What follows belongs to an exercise in optimizing a design on an open flow for small area, a short achievable clock period and few clock cycles per item; a production flow would make more cautious choices. At most, simulation tests tie the RTL to the original design; equivalence was not proved. No activity file was given, so power comes from the tool's default toggle rates.

## the previous run
Design tcp_rx, start of the top module:
module tcp_rx (
    input  wire        clk,
    input  wire        rst,
    input  wire        start,
    output wire        ready,
    input  wire        raw,
    input  wire [31:0] src_addr,
    input  wire [31:0] dst_addr,
    input  wire [15:0] len,
    input  wire        in_valid,
    output wire        in_ready,
    input  wire [31:0] in_data,
    output reg         done,
    output reg  [1:0]  result,
    output reg  [15:0] csum,
    output reg  [2:0]  seg_class,
    output reg  [15:0] payload_len,
    output reg  [15:0] sport,
    output reg  [15:0] dport,
    output reg  [31:0] seq_num,
    output reg  [31:0] ack_num,
    output reg  [3:0]  doff,
    output reg  [5:0]  flags,
    output reg  [15:0] window,
    output reg  [15:0] cksum_field,
    output reg  [15:0] urg_ptr
);
    localparam [1:0] RES_OK        = 2'd0;
    localparam [1:0] RES_MALFORMED = 2'd1;
    localparam [1:0] RES_CHECKSUM  = 2'd2;
    localparam [2:0] C_NONE   = 3'd0;
    localparam [2:0] C_DATA   = 3'd1;
    localparam [2:0] C_SYN    = 3'd2;
    localparam [2:0] C_SYNACK = 3'd3;
    localparam [2:0] C_ACK    = 3'd4;
    localparam [2:0] C_FIN    = 3'd5;
    localparam [2:0] C_FINACK = 3'd6;
    function [31:0] csa;
        input [15:0] a;
        input [15:0] b;
        input [15:0] c;
        reg   [15:0] s, k;
        begin
            s   = a ^ b ^ c;
            k   = (a & b) | (a & c) | (b & c);
            csa = {k[14:0], k[15], s};
        end
    endfunction
    reg         ready_q;      
    reg         in_ready_q;   
    reg         pend_q;       
    reg         raw_q;
    reg  [1:0]  low_q;        
    reg         short_q;      
    reg         bad_q;        
    reg         clr_q;        
    reg  [13:0] rem_q;        
    reg         rz_q;         
  ...
Size: ~870 cells after synthesis, ~250 flip-flops, roughly 310 I/O pins, about 12000 µm² of cells after synthesis.
==> module tcp_rx, before the edit <==
module tcp_rx (
    input  wire        clk,
    input  wire        rst,
    input  wire        start,
    output wire        ready,
    input  wire        raw,
    input  wire [31:0] src_addr,
    input  wire [31:0] dst_addr,
    input  wire [15:0] len,
    input  wire        in_valid,
    output wire        in_ready,
    input  wire [31:0] in_data,
    output reg         done,
    output reg  [1:0]  result,
    output reg  [15:0] csum,
    output reg  [2:0]  seg_class,
    output reg  [15:0] payload_len,
    output reg  [15:0] sport,
    output reg  [15:0] dport,
    output reg  [31:0] seq_num,
    output reg  [31:0] ack_num,
    output reg  [3:0]  doff,
    output reg  [5:0]  flags,
    output reg  [15:0] window,
    output reg  [15:0] cksum_field,
    output reg  [15:0] urg_ptr
);
    localparam [1:0] RES_OK        = 2'd0;
    localparam [1:0] RES_MALFORMED = 2'd1;
    localparam [1:0] RES_CHECKSUM  = 2'd2;
    localparam [2:0] C_NONE   = 3'd0;
    localparam [2:0] C_DATA   = 3'd1;
    localparam [2:0] C_SYN    = 3'd2;
    localparam [2:0] C_SYNACK = 3'd3;
    localparam [2:0] C_ACK    = 3'd4;
    localparam [2:0] C_FIN    = 3'd5;
    localparam [2:0] C_FINACK = 3'd6;
    function [31:0] csa;
        input [15:0] a;
        input [15:0] b;
        input [15:0] c;
        reg   [15:0] s, k;
        begin
            s   = a ^ b ^ c;
            k   = (a & b) | (a & c) | (b & c);
            csa = {k[14:0], k[15], s};
        end
    endfunction
    reg         ready_q;      
    reg         in_ready_q;   
    reg         pend_q;       
    reg         raw_q;
    reg  [1:0]  low_q;        
    reg         short_q;      
    reg         bad_q;        
    reg         clr_q;        
    reg  [13:0] rem_q;        
    reg         rz_q;         
    reg  [2:0]  hc_q;         
    reg  [15:0] sx_q, sy_q;   
    assign ready    = ready_q;
    assign in_ready = in_ready_q;
    wire beat   = in_valid & in_ready_q;
    wire last   = rz_q | ((rem_q == 14'd1) & (low_q == 2'd0));
    wire busy0  = ~ready_q & ~in_ready_q;          
    wire clr    = clr_q;                           
    wire [3:0] lane_ok;
    assign lane_ok[3] = 1'b1;
    assign lane_ok[2] = ~rz_q | (low_q != 2'd1);
    assign lane_ok[1] = ~rz_q | (low_q == 2'd3);
    assign lane_ok[0] = ~rz_q;
    wire [3:0]  lane = lane_ok & {4{in_ready_q}};
    wire [31:0] dm   = in_data & {{8{lane[3]}}, {8{lane[2]}}, {8{lane[1]}}, {8{lane[0]}}};
    wire [15:0] op_z = raw_q          ? 16'd0 :
                       busy0          ? 16'd6 :
                       (hc_q == 3'd0) ? {rem_q, low_q} :
                       (hc_q == 3'd1) ? 16'd6 : 16'd0;
    wire [31:0] l1 = csa(clr ? 16'd0 : sx_q, clr ? 16'd0 : sy_q, op_z);
    wire [15:0] op_a = ready_q ? src_addr[31:16] : l1[15:0];
    wire [15:0] op_b = ready_q ? src_addr[15:0]  : l1[31:16];
    wire [15:0] op_c = ready_q ? dst_addr[31:16] : dm[31:16];
    wire [15:0] op_d = ready_q ? dst_addr[15:0]  : dm[15:0];
    wire [31:0] l2 = csa(op_a, op_b, op_c);
    wire [31:0] l3 = csa(l2[15:0], l2[31:16], op_d);
    wire [16:0] fs0    = {1'b0, sx_q} + {1'b0, sy_q};
    wire [15:0] fs1    = sx_q + sy_q + 16'd1;
    wire [15:0] fold   = fs0[16] ? fs1 : fs0[15:0];
    wire        sum_ok = ((sx_q ^ sy_q) == 16'hFFFF) | ((sx_q & sy_q) == 16'hFFFF);
    wire [4:0]  doff_m4   = 5'd4 - {1'b0, doff};
    wire [14:0] pl_diff   = {1'b0, rem_q} + {{10{doff_m4[4]}}, doff_m4};
    wire        pl_take   = in_valid & in_ready_q & (hc_q == 3'd4);
    wire        malformed = short_q | (doff < 4'd5) | bad_q;
    wire [5:0]  k         = flags & 6'h17;
    reg  [2:0]  cls;
    always @(*) begin
        if (payload_len != 16'd0)
            cls = ((flags & 6'h07) == 6'h00) ? C_DATA : C_NONE;
        else begin
            case (k)
                6'h02:   cls = C_SYN;
                6'h12:   cls = C_SYNACK;
                6'h10:   cls = C_ACK;
                6'h01:   cls = C_FIN;
                6'h11:   cls = C_FINACK;
                default: cls = C_NONE;
            endcase
        end
    end
    always @(posedge clk) begin
        csum        <= ~fold;
        seg_class   <= cls;
        if (raw_q)
            result <= RES_OK;
        else if (malformed)
            result <= RES_MALFORMED;
        else if (!sum_ok)
            result <= RES_CHECKSUM;
        else
            result <= RES_OK;
    end
    always @(posedge clk) begin
        if (in_valid || !in_ready_q)
            {sy_q, sx_q} <= l3;
    end
    always @(posedge clk) begin
        if (beat) begin
            case (hc_q)
                3'd0: begin
                    sport <= in_data[31:16];
                    dport <= in_data[15:0];
                end
                3'd1: seq_num <= in_data;
                3'd2: ack_num <= in_data;
                3'd3: begin
                    doff   <= in_data[31:28];
                    flags  <= in_data[21:16];
                    window <= in_data[15:0];
                end
                3'd4: begin
                    cksum_field <= in_data[31:16];
                    urg_ptr     <= in_data[15:0];
                end
                default: ;
            endcase
        end
    end
    always @(posedge clk) begin
        if (ready_q && start) begin
            raw_q <= raw;
            low_q   <= len[1:0];
            short_q <= (len[15:2] < 14'd5);
        end
        if (pl_take) begin
            payload_len <= {pl_diff[13:0], low_q};
            bad_q       <= pl_diff[14];
        end
        if (ready_q)
            clr_q <= raw;
        else if (beat)
            clr_q <= 1'b0;
        if (ready_q)
            hc_q <= 3'd0;
        else if (beat && hc_q != 3'd5)
            hc_q <= hc_q + 3'd1;
        if (ready_q) begin
            rem_q <= len[15:2];
            rz_q  <= (len[15:2] == 14'd0);
        end else if (beat) begin
            rem_q <= rem_q - 14'd1;
            rz_q  <= (rem_q == 14'd1);
        end
    end
    always @(posedge clk) begin
        if (rst) begin
            ready_q    <= 1'b1;
            in_ready_q <= 1'b0;
            pend_q     <= 1'b0;
            done       <= 1'b0;
        end else begin
            done <= ready_q & pend_q;
            if (ready_q) begin
                if (start) begin
                    ready_q    <= 1'b0;
                    in_ready_q <= (len != 16'd0);
                    pend_q     <= 1'b0;
                end else begin
                    pend_q     <= 1'b0;
                end
            end else if (busy0) begin
                ready_q <= 1'b1;
                pend_q  <= 1'b1;
            end else if (beat && last) begin
                in_ready_q <= 1'b0;
                ready_q    <= 1'b1;
                pend_q     <= 1'b1;
            end
        end
    end
endmodule
export LEC_CHECK = 0
export CAP_MARGIN = 20
export CORE_MARGIN = 2
export CORE_UTILIZATION = 40
export PLACE_DENSITY = 0.6
export SLEW_MARGIN = 20
create_clock -name core_clock -period 11.0 [get_ports {clk}]
standard.sh (not shown) runs the stock make flow with config.mk's settings and CLKGATE_MAP_FILE= SYNTH_SCRIPT=/design/flow/synth_recipe.tcl, a recipe that flattens the netlist after the stock synthesis.
==> flow/flow/run.sh <==
#!/bin/bash
# Layout flow: the standard ORFS flow (standard.sh) with these changes:
# - ports buffered by the smallest plain buffer (buf_1) instead of the
#   delay-cell buffer buffer_ports picks by default;
# - timing repair aimed at a setup margin below the clock period, so the
#   resizer works on the paths that set the achieved period;
# - clock tree synthesis without dummy loads.
# The make output goes to standard.log; each ORFS step writes its own log
# under orfs/logs/.
set -euo pipefail
bash standard.sh \
  "BUFFER_PORTS_ARGS=-buffer_cell sky130_fd_sc_hd__buf_1" \
  "SETUP_SLACK_MARGIN=7.7" \
  "CTS_ARGS=-sink_clustering_enable -repair_clock_nets -dont_use_dummy_load -sink_clustering_size 25 -sink_clustering_max_diameter 150" \
  finish > standard.log 2>&1
The previous run was carried through to the last stage, and its layout satisfied the timing, design-rule and antenna checks.
--- input diff the previous run..the current run ---
-- flow/design.v --
<<< the previous run, line 47
        end
    endfunction
    reg         ready_q;      
    reg         in_ready_q;   
>>> the current run, line 47
        end
    endfunction
    function [15:0] eac_add;
        input [15:0] a;
        input [15:0] b;
        reg   [15:0] g, p, gg, pp, c;
        integer i, l;
        begin
            g  = a & b;
            p  = a ^ b;
            gg = g;
            pp = a | b;
            for (l = 1; l < 16; l = l * 2)
                for (i = 15; i >= l; i = i - 1) begin
                    gg[i] = gg[i] | (pp[i] & gg[i-l]);
                    pp[i] = pp[i] & pp[i-l];
                end
            c[0] = gg[15];
            for (i = 1; i < 16; i = i + 1)
                c[i] = gg[i-1] | (pp[i-1] & gg[15]);
            eac_add = p ^ c;
        end
    endfunction
    reg         ready_q;      
    reg         in_ready_q;   
<<< the previous run, line 56
    reg         clr_q;        
    reg  [13:0] rem_q;        
    reg         rz_q;         
    reg  [2:0]  hc_q;         
    reg  [15:0] sx_q, sy_q;   
>>> the current run, line 77
    reg         clr_q;        
    reg  [13:0] rem_q;        
    reg  [2:0]  hc_q;         
    reg  [15:0] sx_q, sy_q;   
<<< the previous run, line 62
    assign in_ready = in_ready_q;
    wire beat   = in_valid & in_ready_q;
    wire last   = rz_q | ((rem_q == 14'd1) & (low_q == 2'd0));
    wire busy0  = ~ready_q & ~in_ready_q;          
    wire clr    = clr_q;                           
    wire [3:0] lane_ok;
    assign lane_ok[3] = 1'b1;
    assign lane_ok[2] = ~rz_q | (low_q != 2'd1);
    assign lane_ok[1] = ~rz_q | (low_q == 2'd3);
    assign lane_ok[0] = ~rz_q;
    wire [3:0]  lane = lane_ok & {4{in_ready_q}};
    wire [31:0] dm   = in_data & {{8{lane[3]}}, {8{lane[2]}}, {8{lane[1]}}, {8{lane[0]}}};
>>> the current run, line 82
    assign in_ready = in_ready_q;
    wire beat   = in_valid & in_ready_q;
    wire last   = (rem_q == 14'd0) | ((rem_q == 14'd1) & (low_q == 2'd0));
    wire busy0  = ~ready_q & ~in_ready_q;          
    wire clr    = clr_q;                           
    wire [3:0] lane_ok;
    assign lane_ok[3] = 1'b1;
    assign lane_ok[2] = (rem_q != 14'd0) | (low_q != 2'd1);
    assign lane_ok[1] = (rem_q != 14'd0) | (low_q == 2'd3);
    assign lane_ok[0] = (rem_q != 14'd0);
    wire [3:0]  lane = lane_ok & {4{in_ready_q}};
    wire [31:0] dm   = in_data & {{8{lane[3]}}, {8{lane[2]}}, {8{lane[1]}}, {8{lane[0]}}};
<<< the previous run, line 83
    wire [31:0] l2 = csa(op_a, op_b, op_c);
    wire [31:0] l3 = csa(l2[15:0], l2[31:16], op_d);
    wire [16:0] fs0    = {1'b0, sx_q} + {1'b0, sy_q};
    wire [15:0] fs1    = sx_q + sy_q + 16'd1;
    wire [15:0] fold   = fs0[16] ? fs1 : fs0[15:0];
    wire        sum_ok = ((sx_q ^ sy_q) == 16'hFFFF) | ((sx_q & sy_q) == 16'hFFFF);
    wire [4:0]  doff_m4   = 5'd4 - {1'b0, doff};
>>> the current run, line 103
    wire [31:0] l2 = csa(op_a, op_b, op_c);
    wire [31:0] l3 = csa(l2[15:0], l2[31:16], op_d);
    wire [15:0] fold   = eac_add(sx_q, sy_q);
    wire        sum_ok = ((sx_q ^ sy_q) == 16'hFFFF) | ((sx_q & sy_q) == 16'hFFFF);
    wire [4:0]  doff_m4   = 5'd4 - {1'b0, doff};
<<< the previous run, line 163
        else if (beat && hc_q != 3'd5)
            hc_q <= hc_q + 3'd1;
        if (ready_q) begin
            rem_q <= len[15:2];
            rz_q  <= (len[15:2] == 14'd0);
        end else if (beat) begin
            rem_q <= rem_q - 14'd1;
            rz_q  <= (rem_q == 14'd1);
        end
    end
    always @(posedge clk) begin
>>> the current run, line 181
        else if (beat && hc_q != 3'd5)
            hc_q <= hc_q + 3'd1;
        if (ready_q)
            rem_q <= len[15:2];
        else if (beat)
            rem_q <= rem_q - 14'd1;
    end
    always @(posedge clk) begin
--- outcome ---
From the previous run to the current run the numbers moved as follows: clock power has decreased; total of fill cells in the finished design has increased; count of state elements after synthesis has decreased.
Going from the previous run to the current run, maximum number of pins on one net before global-route repair shrank by a little under 10%.
Comparing the previous run against the current run, there is no change at all in hold buffer count at cts.
Looking at power consumption across the previous run and the current run, the one that comes out lower is the previous run.
Relative to the previous run, combinational power has gone up in the current run.
The current run vs the previous run on switching portion of total power: the current run is the higher one.
On maximum operating frequency, the previous run tracks the current run almost exactly.
Relative to the previous run, the current run degrades final area.
Relative to the previous run, the area occupied by registers measured on the current run has decreased slightly.
Testbench counts of the current run, summed over its fixed seeds: cycles 93,989, items 1,280.
For the previous run, only the layout was checked, not whether the RTL still works.

* * *

tcp_rx, a different RTL version from the one above (not shown whole).
For scale: about 820 cells after synthesis.
==> module tcp_rx, before the edit <==
module tcp_rx (
    input  wire        clk,
    input  wire        rst,
    input  wire        start,
    output wire        ready,
    input  wire        raw,
    input  wire [31:0] src_addr,
    input  wire [31:0] dst_addr,
    input  wire [15:0] len,
    input  wire        in_valid,
    output wire        in_ready,
    input  wire [31:0] in_data,
    output reg         done,
    output reg  [1:0]  result,
    output reg  [15:0] csum,
    output reg  [2:0]  seg_class,
    output reg  [15:0] payload_len,
    output reg  [15:0] sport,
    output reg  [15:0] dport,
    output reg  [31:0] seq_num,
    output reg  [31:0] ack_num,
    output reg  [3:0]  doff,
    output reg  [5:0]  flags,
    output reg  [15:0] window,
    output reg  [15:0] cksum_field,
    output reg  [15:0] urg_ptr
);
    localparam [1:0] RES_OK        = 2'd0;
    localparam [1:0] RES_MALFORMED = 2'd1;
    localparam [1:0] RES_CHECKSUM  = 2'd2;
    localparam [2:0] C_NONE   = 3'd0;
    localparam [2:0] C_DATA   = 3'd1;
    localparam [2:0] C_SYN    = 3'd2;
    localparam [2:0] C_SYNACK = 3'd3;
    localparam [2:0] C_ACK    = 3'd4;
    localparam [2:0] C_FIN    = 3'd5;
    localparam [2:0] C_FINACK = 3'd6;
    function [31:0] csa;
        input [15:0] a;
        input [15:0] b;
        input [15:0] c;
        reg   [15:0] s, k;
        begin
            s   = a ^ b ^ c;
            k   = (a & b) | (a & c) | (b & c);
            csa = {k[14:0], k[15], s};
        end
    endfunction
    reg         ready_q;      
    reg         in_ready_q;   
    reg         pend_q;       
    reg         raw_q;
    reg  [1:0]  low_q;        
    reg         short_q;      
    reg         bad_q;        
    reg         clr_q;        
    reg  [13:0] rem_q;        
    reg  [2:0]  hc_q;         
    reg  [15:0] sx_q, sy_q;   
    assign ready    = ready_q;
    assign in_ready = in_ready_q;
    wire beat   = in_valid & in_ready_q;
    wire last   = (rem_q == 14'd0) | ((rem_q == 14'd1) & (low_q == 2'd0));
    wire busy0  = ~ready_q & ~in_ready_q;          
    wire clr    = clr_q;                           
    wire [3:0] lane_ok;
    assign lane_ok[3] = 1'b1;
    assign lane_ok[2] = (rem_q != 14'd0) | (low_q != 2'd1);
    assign lane_ok[1] = (rem_q != 14'd0) | (low_q == 2'd3);
    assign lane_ok[0] = (rem_q != 14'd0);
    wire [3:0]  lane = lane_ok & {4{in_ready_q}};
    wire [31:0] dm   = in_data & {{8{lane[3]}}, {8{lane[2]}}, {8{lane[1]}}, {8{lane[0]}}};
    wire [15:0] op_z = raw_q          ? 16'd0 :
                       busy0          ? 16'd6 :
                       (hc_q == 3'd0) ? {rem_q, low_q} :
                       (hc_q == 3'd1) ? 16'd6 : 16'd0;
    wire [31:0] l1 = csa(clr ? 16'd0 : sx_q, clr ? 16'd0 : sy_q, op_z);
    wire [15:0] op_a = ready_q ? src_addr[31:16] : l1[15:0];
    wire [15:0] op_b = ready_q ? src_addr[15:0]  : l1[31:16];
    wire [15:0] op_c = ready_q ? dst_addr[31:16] : dm[31:16];
    wire [15:0] op_d = ready_q ? dst_addr[15:0]  : dm[15:0];
    wire [31:0] l2 = csa(op_a, op_b, op_c);
    wire [31:0] l3 = csa(l2[15:0], l2[31:16], op_d);
    wire [16:0] fs0    = {1'b0, sx_q} + {1'b0, sy_q};
    wire [15:0] fs1    = sx_q + sy_q + 16'd1;
    wire [15:0] fold   = fs0[16] ? fs1 : fs0[15:0];
    wire        sum_ok = ((sx_q ^ sy_q) == 16'hFFFF) | ((sx_q & sy_q) == 16'hFFFF);
    wire [4:0]  doff_m4   = 5'd4 - {1'b0, doff};
    wire [14:0] pl_diff   = {1'b0, rem_q} + {{10{doff_m4[4]}}, doff_m4};
    wire        pl_take   = in_valid & in_ready_q & (hc_q == 3'd4);
    wire        malformed = short_q | (doff < 4'd5) | bad_q;
    wire [5:0]  k         = flags & 6'h17;
    reg  [2:0]  cls;
    always @(*) begin
        if (payload_len != 16'd0)
            cls = ((flags & 6'h07) == 6'h00) ? C_DATA : C_NONE;
        else begin
            case (k)
                6'h02:   cls = C_SYN;
                6'h12:   cls = C_SYNACK;
                6'h10:   cls = C_ACK;
                6'h01:   cls = C_FIN;
                6'h11:   cls = C_FINACK;
                default: cls = C_NONE;
            endcase
        end
    end
    always @(posedge clk) begin
        csum        <= ~fold;
        seg_class   <= cls;
        if (raw_q)
            result <= RES_OK;
        else if (malformed)
            result <= RES_MALFORMED;
        else if (!sum_ok)
            result <= RES_CHECKSUM;
        else
            result <= RES_OK;
    end
    always @(posedge clk) begin
        if (in_valid || !in_ready_q)
            {sy_q, sx_q} <= l3;
    end
    always @(posedge clk) begin
        if (beat) begin
            case (hc_q)
                3'd0: begin
                    sport <= in_data[31:16];
                    dport <= in_data[15:0];
                end
                3'd1: seq_num <= in_data;
                3'd2: ack_num <= in_data;
                3'd3: begin
                    doff   <= in_data[31:28];
                    flags  <= in_data[21:16];
                    window <= in_data[15:0];
                end
                3'd4: begin
                    cksum_field <= in_data[31:16];
                    urg_ptr     <= in_data[15:0];
                end
                default: ;
            endcase
        end
    end
    always @(posedge clk) begin
        if (ready_q && start) begin
            raw_q <= raw;
            low_q   <= len[1:0];
            short_q <= (len[15:2] < 14'd5);
        end
        if (pl_take) begin
            payload_len <= {pl_diff[13:0], low_q};
            bad_q       <= pl_diff[14];
        end
        if (ready_q)
            clr_q <= raw;
        else if (beat)
            clr_q <= 1'b0;
        if (ready_q)
            hc_q <= 3'd0;
        else if (beat && hc_q != 3'd5)
            hc_q <= hc_q + 3'd1;
        if (ready_q)
            rem_q <= len[15:2];
        else if (beat)
            rem_q <= rem_q - 14'd1;
    end
    always @(posedge clk) begin
        if (rst) begin
            ready_q    <= 1'b1;
            in_ready_q <= 1'b0;
            pend_q     <= 1'b0;
            done       <= 1'b0;
        end else begin
            done <= ready_q & pend_q;
            if (ready_q) begin
                if (start) begin
                    ready_q    <= 1'b0;
                    in_ready_q <= (len != 16'd0);
                    pend_q     <= 1'b0;
                end else begin
                    pend_q     <= 1'b0;
                end
            end else if (busy0) begin
                ready_q <= 1'b1;
                pend_q  <= 1'b1;
            end else if (beat && last) begin
                in_ready_q <= 1'b0;
                ready_q    <= 1'b1;
                pend_q     <= 1'b1;
            end
        end
    end
endmodule
clock: 11.0 ns
lec_check: 0
cap_margin: 20
core_margin: 2
core_utilization: 40
place_density: 0.6
slew_margin: 20
==> flow/flow/run.sh <==
#!/bin/bash
# Layout flow: the standard ORFS flow (standard.sh) with these changes:
# - ports buffered by the smallest plain buffer (buf_1) instead of the
#   delay-cell buffer buffer_ports picks by default;
# - timing repair aimed at a setup margin below the clock period, so the
#   resizer works on the paths that set the achieved period;
# - clock tree synthesis without dummy loads.
# The make output goes to standard.log; each ORFS step writes its own log
# under orfs/logs/.
set -euo pipefail
bash standard.sh \
  "BUFFER_PORTS_ARGS=-buffer_cell sky130_fd_sc_hd__buf_1" \
  "SETUP_SLACK_MARGIN=7.6" \
  "CTS_ARGS=-sink_clustering_enable -repair_clock_nets -dont_use_dummy_load -sink_clustering_size 20 -sink_clustering_max_diameter 80" \
  finish > standard.log 2>&1
Rerun with:
--- a/flow/design.v
+++ b/flow/design.v
@@ -44,32 +44,55 @@
             s   = a ^ b ^ c;
             k   = (a & b) | (a & c) | (b & c);
             csa = {k[14:0], k[15], s};
         end
     endfunction
+    function [15:0] eac_add;
+        input [15:0] a;
+        input [15:0] b;
+        reg   [15:0] g, p, gg, pp, c;
+        integer i, l;
+        begin
+            g  = a & b;
+            p  = a ^ b;
+            gg = g;
+            pp = a | b;
+            for (l = 1; l < 16; l = l * 2)
+                for (i = 15; i >= l; i = i - 1) begin
+                    gg[i] = gg[i] | (pp[i] & gg[i-l]);
+                    pp[i] = pp[i] & pp[i-l];
+                end
+            c[0] = gg[15];
+            for (i = 1; i < 16; i = i + 1)
+                c[i] = gg[i-1] | (pp[i-1] & gg[15]);
+            eac_add = p ^ c;
+        end
+    endfunction
     reg         ready_q;      
     reg         in_ready_q;   
     reg         pend_q;       
     reg         raw_q;
     reg  [1:0]  low_q;        
     reg         short_q;      
     reg         bad_q;        
     reg         clr_q;        
     reg  [13:0] rem_q;        
+    reg         rz_q;         
+    reg         r1_q;         
     reg  [2:0]  hc_q;         
     reg  [15:0] sx_q, sy_q;   
     assign ready    = ready_q;
     assign in_ready = in_ready_q;
     wire beat   = in_valid & in_ready_q;
-    wire last   = (rem_q == 14'd0) | ((rem_q == 14'd1) & (low_q == 2'd0));
+    wire last   = rz_q | (r1_q & (low_q == 2'd0));
     wire busy0  = ~ready_q & ~in_ready_q;          
     wire clr    = clr_q;                           
     wire [3:0] lane_ok;
     assign lane_ok[3] = 1'b1;
-    assign lane_ok[2] = (rem_q != 14'd0) | (low_q != 2'd1);
-    assign lane_ok[1] = (rem_q != 14'd0) | (low_q == 2'd3);
-    assign lane_ok[0] = (rem_q != 14'd0);
+    assign lane_ok[2] = ~rz_q | (low_q != 2'd1);
+    assign lane_ok[1] = ~rz_q | (low_q == 2'd3);
+    assign lane_ok[0] = ~rz_q;
     wire [3:0]  lane = lane_ok & {4{in_ready_q}};
     wire [31:0] dm   = in_data & {{8{lane[3]}}, {8{lane[2]}}, {8{lane[1]}}, {8{lane[0]}}};
     wire [15:0] op_z = raw_q          ? 16'd0 :
                        busy0          ? 16'd6 :
                        (hc_q == 3'd0) ? {rem_q, low_q} :
@@ -79,13 +102,11 @@
     wire [15:0] op_b = ready_q ? src_addr[15:0]  : l1[31:16];
     wire [15:0] op_c = ready_q ? dst_addr[31:16] : dm[31:16];
     wire [15:0] op_d = ready_q ? dst_addr[15:0]  : dm[15:0];
     wire [31:0] l2 = csa(op_a, op_b, op_c);
     wire [31:0] l3 = csa(l2[15:0], l2[31:16], op_d);
-    wire [16:0] fs0    = {1'b0, sx_q} + {1'b0, sy_q};
-    wire [15:0] fs1    = sx_q + sy_q + 16'd1;
-    wire [15:0] fold   = fs0[16] ? fs1 : fs0[15:0];
+    wire [15:0] fold   = eac_add(sx_q, sy_q);
     wire        sum_ok = ((sx_q ^ sy_q) == 16'hFFFF) | ((sx_q & sy_q) == 16'hFFFF);
     wire [4:0]  doff_m4   = 5'd4 - {1'b0, doff};
     wire [14:0] pl_diff   = {1'b0, rem_q} + {{10{doff_m4[4]}}, doff_m4};
     wire        pl_take   = in_valid & in_ready_q & (hc_q == 3'd4);
     wire        malformed = short_q | (doff < 4'd5) | bad_q;
@@ -159,14 +180,19 @@
             clr_q <= 1'b0;
         if (ready_q)
             hc_q <= 3'd0;
         else if (beat && hc_q != 3'd5)
             hc_q <= hc_q + 3'd1;
-        if (ready_q)
+        if (ready_q) begin
             rem_q <= len[15:2];
-        else if (beat)
+            rz_q  <= (len[15:2] == 14'd0);
+            r1_q  <= (len[15:2] == 14'd1);
+        end else if (beat) begin
             rem_q <= rem_q - 14'd1;
+            rz_q  <= (rem_q == 14'd1);
+            r1_q  <= (rem_q == 14'd2);
+        end
     end
     always @(posedge clk) begin
         if (rst) begin
             ready_q    <= 1'b1;
             in_ready_q <= 1'b0;
After rerunning: The new run completed without violations; global-route usage rose by 0.97 points; setup slack improves by 0.14 ns; cell area rose by a few percent; total power rose by a few percent; critical path depth fell by 9; hold slack degrades by 0.027 ns; wire length rose by a little under a tenth; sequential power barely changes; area after synthesis rose by a few percent; non-clock buffer count fell by 16; core utilization fell by 0.11 points; clock power fell slightly; first-iteration DRC count rose by well over a third; final cell count rose by a few percent.
Function was not checked in any run of this note: the RTL went through the layout flow alone.

==> static timing again, ports no longer ideal <==
Ports are ideal in the flow. The routed layouts listed here were re-timed in OpenROAD. Step 1: set_driving_cell puts a clkbuf_16 on clk and a buf_2 on each other input, an assumption about the parent block. Step 2, shift: input delay + t, output delay - t, t = (earliest + latest rising clock arrival at the registers) / 2. This alone moves slack from input paths to output paths. Three values: no drivers, after step 1, after step 2; two values: the first two.
run | t (ns) | slack for setup (ns) | hold slack, ns | worst slew at a driven data input, ns
the previous run | 0.524 | 7.684 / 7.631 / 7.188 | 0.473 / 0.473 / 0.473 | 0.08
the current run | 0.522 | 7.687 / 7.637 / 7.187 | 0.458 / 0.458 / 0.458 | 0.08
the first run of note 2 | 0.547 | 7.502 / 7.502 / 7.136 | 0.457 / 0.457 / 0.457 | 0.07
the second run of note 2 | 0.524 | 7.638 / 7.590 / 7.136 | 0.430 / 0.430 / 0.430 | 0.09
After both steps every run listed still meets setup and hold. The setup slack of the second run of note 2, which loses most, moves by -0.048 ns with the drivers and by -0.502 ns with both steps.
